Background: an optimization exercise with open tools, aiming at small area, a short achievable clock period and few clock cycles. Do not read the settings as production practice. Only simulation tests tie the RTL to the original design; equivalence was not proved. No activity file was given, so power comes from the tool's default toggle rates.

## flow/design.v (module list and top-level ports; edited modules follow where they fit)
// module kc_div: 18 lines
// module kc_core: 962 lines
module kc_core (
    input  wire        clk,
    input  wire        rst,
    input  wire        in_valid,
    output wire        in_ready,
    input  wire [1:0]  in_op,
    input  wire        in_wheel,
    input  wire [31:0] in_data,
    output wire [15:0] kp,
    output wire [15:0] ki,
    output wire [15:0] kd,
    output wire [23:0] setpoint_l,
    output wire [23:0] setpoint_r,
    output wire [31:0] speed_inst_l,
    output wire [31:0] speed_inst_r,
    output wire [31:0] speed_avg_l,
    output wire [31:0] speed_avg_r,
    output wire [31:0] integ_l,
    output wire [31:0] integ_r,
    output wire [31:0] prev_err_l,
    output wire [31:0] prev_err_r,
    output wire [15:0] duty_l,
    output wire [15:0] duty_r
);
  // ...
==> flow/flow/run.sh <==
#!/bin/bash
set -euo pipefail
bash standard.sh SETUP_SLACK_MARGIN=7 finish > make_finish.log 2>&1
==> flow/standard.sh <==
#!/bin/bash
# synth_recipe.tcl (not shown) runs the flow's synth.tcl, then flattens the netlist and writes it again
# the make line also repeats each setting of config.mk as NAME=value (left out here)
make -C /OpenROAD-flow-scripts/flow DESIGN_CONFIG=/design/flow/config.mk WORK_HOME=/design/flow/orfs CLKGATE_MAP_FILE= SYNTH_SCRIPT=/design/flow/synth_recipe.tcl "${@:-finish}"
==> flow/config.mk <==
export PLATFORM = sky130hd
export DESIGN_NAME = kc_core
export DESIGN_NICKNAME = kc_core
export VERILOG_FILES = /design/flow/design.v
export SDC_FILE = /design/flow/constraint.sdc
export NUM_CORES = 4
export LEC_CHECK = 0
export CAP_MARGIN = 20
export CORE_MARGIN = 2
export CORE_UTILIZATION = 40
export CTS_CLUSTER_DIAMETER = 60
export CTS_CLUSTER_SIZE = 30
export PLACE_DENSITY = 0.6
export SETUP_SLACK_MARGIN = 5
export SLEW_MARGIN = 20
==> flow/constraint.sdc <==
create_clock -name core_clock -period 12.0 [get_ports {clk}]
set_input_delay 2.4000 -clock core_clock [delete_from_list [all_inputs] [get_ports {clk}]]
set_output_delay 2.4000 -clock core_clock [all_outputs]
set_load 0.01 [all_outputs]
==> results.py, run 1 <==
metrics = {
    "run_status": {
        "outcome": "timing/DRC/antenna clean",
    },
    "die": {
        "tap_cells": 1890,
        "ios": 423,
        "rows": 138,
        "die_h_microns": 383,
    },
    "pwr": {
        "netSwitchingFraction": 0.477,
        "ir_worst_vdd_mv": 0.205,
        "pwr_density_cell_nw_per_um2": 244,
        "internal_power_mw": 9.15,
        "p_clk_frac": 0.163,
    },
    "sta": {
        "setup_tns_ps": 0,
        "timing.final.ws_setup_ps": 6400,
        "finalCriticalPeriod_ps": 5600,
        "holdWs_ps": 474,
        "clock_skew_ps": 45.2,
        "worst_pin_slew_ps": 1200,
    },
    "drt": {
        "routed-via-count": 53100,
        "wl_met3_microns": 20200,
        "drt-vias-per-instance": 5.83,
        "routed-wl-met2_microns": 94200,
    },
    "global_route": {
        "grt_use_total": 0.282,
        "grt_max_degree": 121,
        "antenna_found_initial": 12,
        "grt_pass1_vias": 50700,
    },
    "critical_path": {
        "r2r_slack_ps": 6400,
        "critPathLaunch": "w$_SDFFE_PP0P_",
        "worstPathRequired_ps": 12590,
        "crit_chain": "mux2_4 -> and2_4 -> fa_1 -> ha_2 -> fa_2 -> a311o_1 -> and4_1 -> a221o_2 -> a31oi_4 -> o211a_1 -> or4b_4 -> a31o_4 -> a21oi_2 -> or3_1 -> mux2_4 -> nand2_2 -> o211ai_1 -> buf_4 -> or3_4 -> a32o_1",
        "cp_slowest_cell": "fa_1",
    },
    "logic_synthesis": {
        "syn-mean-instance-area_sq_um": 8.56,
        "synthTopCellsByArea": "dfxtp_1 15%, edfxtp_1 12%, ha_1 12%, fa_1 7.8%, a21oi_1 4.8%",
        "syn_inst": 6696,
        "netlist_area_sq_um": 57300,
        "synth_adder_area_share": 0.195,
    },
    "cells_and_area": {
        "clock_area_frac": 0.0440,
        "seq_cell_count": 655,
        "n_all_buffers": 679,
        "seq_share": 0.217,
        "nClkBuffers": 94,
        "fin_cells": 9101,
    },
    "min_path": {
        "min_path_type": "register to register",
    },
    "clocking": {
        "htreeDepth": 3,
    },
    "flow_run": {
        "maxCapViolations": 0,
    },
    "placed_design": {
        "dpl.cell_count": 8684,
    },
}
Testbench counts, summed over its fixed seeds: cycles 31,888.
==> inputs of run 2 (changes only) <==
--- a/flow/design.v
+++ b/flow/design.v
@@ -98,24 +98,21 @@
         .r_out (div_r),
         .q     (div_q)
     );
     wire [31:0] ne_sh = N_EST >> {cnt - 4'd1, 1'b0};       
     wire [31:0] nl_sh = N_LIM >> (5'd28 - {cnt, 1'b0});    
     wire        dt_gt500 = !in_data[31] && (in_data[30:0] > 31'd500);
     wire        dt_big   = in_data[30] | in_data[29];
     wire [28:0] dt_n     = !dt_gt500 ? 29'd2500 : dt_big ? 29'h1fffffff : in_data[28:0];
-    wire        le1250   = dt_gt500 && (in_data[30:0] <= 31'd1250);
-    wire        le5000   = !dt_gt500 || (in_data[30:0] <= 31'd5000);
+    wire        le1250   = dt_gt500 && (in_data[30:0] <= 31'd1666);
+    wire        le5000   = !dt_gt500 || (in_data[30:0] <= 31'd6666);
     wire [3:0]  p_n      = le1250 ? 4'd9 : le5000 ? 4'd8 : 4'd7;
     wire [31:0] r0_n     = le1250 ? 32'd312 : le5000 ? 32'd1250 : 32'd5000;
     wire [1:0]  nb0_n    = le1250 ? N_EST[19:18] : le5000 ? N_EST[17:16] : N_EST[15:14];
-    wire        dt_small = dt_gt500 && (in_data[30:13] == 18'd0);
-    wire [14:0] d3_s     = {2'd0, in_data[12:0]} + {1'd0, in_data[12:0], 1'b0};
-    wire [30:0] d3_n     = !dt_gt500 ? 31'd7500 : dt_small ? {16'd0, d3_s} : 31'h7fffffff;
     wire [23:0] avg9_0 = {avg0, 3'd0} + {4'd0, avg0};
     wire [23:0] avg9_1 = {avg1, 3'd0} + {4'd0, avg1};
     wire [23:0] avg9_w = w ? avg9_1 : avg9_0;
     wire [23:0] a9_sh  = avg9_w >> {cnt - 4'd1, 1'b0};
     function [6:0] dstep;      
         input [3:0] r;
         input [2:0] x;
         reg   [5:0] t;
@@ -174,18 +171,26 @@
     wire [19:0] avg_x   = ex ? avg1 : avg0;
     wire [31:0] integ_x = ex ? integ1 : integ0;
     wire [24:0] e_n     = {1'b0, sp_x} - {5'd0, avg_x};
     wire        pw      = pw_q;
     wire [24:0] perr_p  = pw ? perr1 : perr0;
     wire [33:0] i_x     = {{2{i_q[31]}}, i_q};
     wire [33:0] e_x     = {{9{e_q[24]}}, e_q};
     wire [33:0] isum    = i_x + e_x;
-    wire [33:0] gt_v    = i_x + e_x + {3'b111, ~lim_q};      
-    wire [33:0] lt_v    = i_x + e_x + {3'd0, lim_q};         
+    wire [33:0] lm1     = {3'b111, ~lim_q};
+    wire [33:0] lp0     = {3'd0, lim_q};
+    wire [33:0] gx      = i_x ^ e_x ^ lm1;
+    wire [33:0] gy      = {(i_x[32:0] & e_x[32:0]) | (i_x[32:0] & lm1[32:0]) |
+                           (e_x[32:0] & lm1[32:0]), 1'b0};
+    wire [33:0] lx      = i_x ^ e_x ^ lp0;
+    wire [33:0] ly      = {(i_x[32:0] & e_x[32:0]) | (i_x[32:0] & lp0[32:0]) |
+                           (e_x[32:0] & lp0[32:0]), 1'b0};
+    wire [33:0] gt_v    = gx + gy;
+    wire [33:0] lt_v    = lx + ly;
     wire [31:0] lim_ng  = -{1'b0, lim_q};
     wire [31:0] integ_n = !gt_v[33] ? {1'b0, lim_q} : lt_v[33] ? lim_ng : isum[31:0];
     wire [25:0] derr    = {e_q[24], e_q} - {perr_p[24], perr_p};
     wire [3:0]  gsel = (state == S_MUL) ? cnt_n : 4'd0;
     wire [16:0] kp_x = {kp_q, 1'b0} >> {gsel, 2'b00};
     wire [16:0] ki_x = {3'd0, ki_q, 1'b0} >> {gsel, 2'b00};
     wire [16:0] kd_x = {6'd0, kd_q, 1'b0} >> {gsel, 2'b00};
     function [5:0] booth2;
@@ -795,18 +800,24 @@
     wire [34:0] kp15e = kp_q[15] ? {{10{opE[24]}}, opE} : 35'd0;
     wire [34:0] fa_a  = {2'd0, S_q};
     wire [34:0] fa_b  = {2'd0, C_q};
     wire [34:0] fx    = fa_a ^ fa_b ^ kp15e;
     wire [34:0] fy    = {(fa_a[33:0] & fa_b[33:0]) | (fa_a[33:0] & kp15e[33:0]) |
                          (fa_b[33:0] & kp15e[33:0]), cy_q};
     localparam [34:0] C_LO = 35'd0 - T_OFF - 35'd800;
     localparam [34:0] C_HI = 35'd0 - T_OFF - 35'd10000;
-    wire [34:0] h_lo  = fx + fy + C_LO;           
-    wire [34:0] h_hi  = fx + fy + C_HI;           
+    wire [34:0] hlx   = fx ^ fy ^ C_LO;
+    wire [34:0] hly   = {(fx[33:0] & fy[33:0]) | (fx[33:0] & C_LO[33:0]) |
+                         (fy[33:0] & C_LO[33:0]), 1'b0};
+    wire [34:0] hhx   = fx ^ fy ^ C_HI;
+    wire [34:0] hhy   = {(fx[33:0] & fy[33:0]) | (fx[33:0] & C_HI[33:0]) |
+                         (fy[33:0] & C_HI[33:0]), 1'b0};
+    wire [34:0] h_lo  = hlx + hly;                
+    wire [34:0] h_hi  = hhx + hhy;                
     wire [13:0] h_bits = fx[13:0] + fy[13:0] - T_OFF[13:0];
     wire [13:0] duty_n = h_lo[34]  ? 14'd800 :
                          !h_hi[34] ? 14'd9999 : h_bits;
     always @(posedge clk) begin
         e_q  <= e_n;
         i_q  <= integ_x;
         bp_q <= bp_n;
         bi_q <= bi_n;
@@ -833,17 +844,17 @@
             perr1  <= 25'd0;
             duty0  <= 14'd0;
             duty1  <= 14'd0;
             lim_q  <= 31'd6553600;
         end else begin
             case (state)
                 S_IDLE: begin
                     dt_q   <= dt_n;
-                    d3_q   <= d3_n;
+                    d3_q   <= 31'h7fffffff;      
                     rem_q  <= r0_n[28:0];
                     nb_q   <= nb0_n;
                     first_q <= 1'b1;
                     a9_q   <= a9f;
                     rho_q  <= st_n[3:0];
                     qa_q   <= {10'd0, st_n[13:4]};
                     qap_q  <= {10'd0, st_n[13:4]} + 20'd1;
                     rho1_q <= 4'd0;
==> run 2 against run 1 <==
  * First-iteration DRC count decreased by 1.7%
  * Critical path depth shrank 5
  * Sequential power shrank 7.5%
  * Synthesized cell count is 0.88% higher
  * Combinational power is 47% lower
  * Global-route usage down 0.063 points
  * Wire length fell by 1.1%
  * Critical path type is now input port to register
==> results.py, run 2 <==
metrics = {
    "logic_synthesis": {
        "ys_ff_latch": 655,
        "synth_edf_count": 229,
        "syn_inst": 6755,
        "syn-mean-instance-area_sq_um": 8.53,
        "synth.most_common_cell": "nand2_1",
        "synth.top_cell.area_share": 0.148,
        "synth_cell_types": 94,
        "yosys_warnings": 1,
        "synth_top_cell_by_area": "dfxtp_1",
        "synthTopCellsByArea": "dfxtp_1 15%, edfxtp_1 12%, ha_1 11%, fa_1 9.4%, a21oi_1 5.1%",
        "netlist_area_sq_um": 57600,
        "synth.top_cells.by_count": "718 x nand2_1, 669 x inv_1, 588 x a21oi_1",
        "yosysSeqAreaShare": 0.267,
        "async_flop_share": 0,
        "synth_ff_type": "dfxtp_1",
    },
    "drt": {
        "avgRoutedWirePerCell_microns": 23.6,
        "drcViolationCount": 0,
        "drt-initial-drc-count": 4822,
        "ant_nets": 0,
        "routed-via-count": 51800,
        "drt-vias-per-instance": 5.73,
        "drt_pass1_iterations": 6,
        "wirelength_microns": 214000,
    },
    "sta": {
        "finalHoldViolations": 0,
        "fmax_ghz": 0.185,
        "worst_pin_slew_ps": 1200,
        "clock_skew_ps": 61.1,
        "drv_slew": 0,
        "timing.final.ws_setup_ps": 6600,
        "period_share": 0.450,
        "finalCriticalPeriod_ps": 5400,
        "maxSlewHeadroom": 0.191,
        "setup_tns_ps": 0,
        "setup_viol": 0,
        "grt_setup_unrepaired": "yes",
    },
    "die": {
        "ios": 423,
        "rows": 139,
        "die_h_microns": 384,
        "core_area_sq_um": 143000,
        "die_x_microns": 384,
        "initial_core_util": 0.402,
        "dieArea_sq_um": 147000,
    },
    "cells_and_area": {
        "fillers": 13800,
        "layout_common_cells": "705 x nand2_1, 652 x inv_1, 561 x a21oi_1, 497 x ha_1, 477 x nor2_1",
        "syn_to_final_growth_pct": 18.6,
        "largest_registers": "i_q: 32 flops, integ0: 32 flops, integ1: 32 flops",
        "drive_above_1_share": 0.113,
        "nets": 7906,
        "seqCellArea_sq_um": 15500,
        "layout_commonest_cell": "nand2_1",
        "multiInputGateArea_sq_um": 39600,
        "fin_cells": 9046,
    },
    "pwr": {
        "comb_power_share": 0.522,
        "p_leak_nw": 28.3,
        "p_clk_frac": 0.228,
        "netSwitchingFraction": 0.452,
        "seq_power_share": 0.250,
        "finalPower_mw": 11.8,
        "pwr_density_cell_nw_per_um2": 172,
        "p_switching_mw": 5.32,
        "ir_worst_vdd_mv": 0.134,
        "internal_power_mw": 6.45,
    },
    "placed_design": {
        "place.gp.congestion": 0.921,
        "dp_slack_ps": 5300,
        "portBuffers": 361,
        "hpwl_microns": 157000,
        "dpl.cell_count": 8770,
    },
    "global_route": {
        "grt_pass1_wl_microns": 316000,
        "grt_pass1_vias": 49900,
        "grt-ovfl-total": 0,
        "grt_max_degree": 174,
        "grt_use_total": 0.281,
        "antenna_found_initial": 9,
    },
    "clocking": {
        "cts.clk_slew.worst_paths_ps": 60,
        "cts-root-buf": "clkbuf_16",
        "cts_sinks": 655,
        "cts_buffers": 82,
        "worstSkewPairLatency_ps": 740,
        "htreeDepth": 3,
        "tritoncts": "done",
        "clockBufferDepth": 3,
        "holdBufCountCts": 0,
    },
    "critical_path": {
        "endpoint_kind": "register",
        "setup.worst_path.class": "input port to register",
        "start_kind": "input port",
        "worst_ep_arrival_time_ps": 5850,
        "crit_fanout": 15,
        "worstPathRequired_ps": 12440,
    },
    "flow_run": {
        "maxCapViolations": 0,
    },
    "run_status": {
        "outcome": "timing/DRC/antenna clean",
    },
    "min_path": {
        "min_path_type": "register to register",
    },
}
-- run 2: per-layer routing --
layer	share of wire	track usage	vias up
met3	0.096	0.0691	340
met2	0.43	0.429	2071
li1	-	-	24100
met4	0.038	0.0978	6
met5	0.00016	0	-
met1	0.43	0.387	25400
-- run 2: what timing repair did --
item,CTS,global route
endpoints found under the setup margin,185,139
resized for setup,176,144
cloned,3,3
setup buffers,65,48
pin swaps,54,73
-- run 2: cell families after synthesis --
kind of cell | count (synthesis) | synth area share
compound gates | 1761 | 0.197
fa+ha+maj | 798 | 0.208
mux | 240 | 0.0471
flops | 655 | 0.267
simple gates | 1830 | 0.145
other cells | 1 | 0.0000651
buf+inv | 1072 | 0.0749
xor+xnor | 398 | 0.0605
-- run 2: worst paths after layout --
kind                             to                    from  slack (ps)  cells after the start
max              qap_q[3]$_DFFE_PP_              in_data[1]        6600                     15
min          duty1[11]$_SDFFE_PP0P_  duty1[11]$_SDFFE_PP0P_         460                      2
max reg2reg      qap_q[3]$_DFFE_PP_    avg0[3]$_SDFFE_PP0P_        6690                     22
min reg2reg  duty1[11]$_SDFFE_PP0P_  duty1[11]$_SDFFE_PP0P_         460                      2
-- run 2: through the flow --
step	hold WS, ps	cell area, sq um	util
after global routing	487	68400	0.477
after detailed placement	454	63100	0.440
final	462	68400	0.477
after floorplan	478	58100	-
after CTS	463	67300	0.470
after global placement	446	63100	0.440
-- run 2: power by group through the flow --
stage	Clock [mW]	Combinational (mW)	Sequential, mW
6_report	2.69	6.14	2.94
4_1_cts	2.73	5.86	2.93
3_5_place_dp	0	5.58	2.98
3_3_place_gp	0	5.51	2.97
2_1_floorplan	0	4.12	2.77
5_1_grt	2.81	6.78	2.95
-- run 2: cell type report --
cell class,count,area share
clock inverter,61,0.0109
inverter,675,0.0377
timing repair buffer,565,0.0784
multi-input combinational,5091,0.580
clock buffer,93,0.0321
antenna,3,0.000110
tap,1903,0.0348
sequential,655,0.226
-- run 2: critical path, stage by stage --
cell and delay, ps:
clkdlybuf4s50_1 720, a21oi_1 120, nor2b_1 130, o31a_1 140, o211ai_1 160, a21oi_2 270
buf_4 320, clkinvlp_4 240, nor2_1 260, o311ai_1 150, o311a_1 150, and2_4 170
buf_6 120, or3_1 350, and3_1 150
Testbench counts of run 2, summed over its fixed seeds: cycles 32,125.

==> separate check: timing with driven ports <==
In the flow no input, the clock included, has a driving cell. The finished layouts below were timed again as built, in two steps.
Step 1 assumes that a clkbuf_16 drives the clock port and a buf_2 every other input.
Step 2, shift: input delay + t, output delay - t, t = (earliest + latest rising clock arrival at the registers) / 2. This alone moves slack from input paths to output paths.
Slacks: no drivers / after step 1 / after step 2; pairs: no drivers / after step 1.
run	t, ns	slack for setup (ns)	hold slack, ns	worst setup path after step 2	slew at the worst register clock pin (ns)
run 1	0.793	6.401 / 6.401 / 5.916	0.474 / 0.474 / 0.474	input to register	0.08 / 0.08
run 2	0.789	6.596 / 6.642 / 5.853	0.462 / 0.462 / 0.462	input to register	0.08 / 0.08
After both steps setup and hold are still met in every run listed. The setup slack of run 2, which loses most, moves by +0.046 ns with the drivers and by -0.743 ns with both steps.
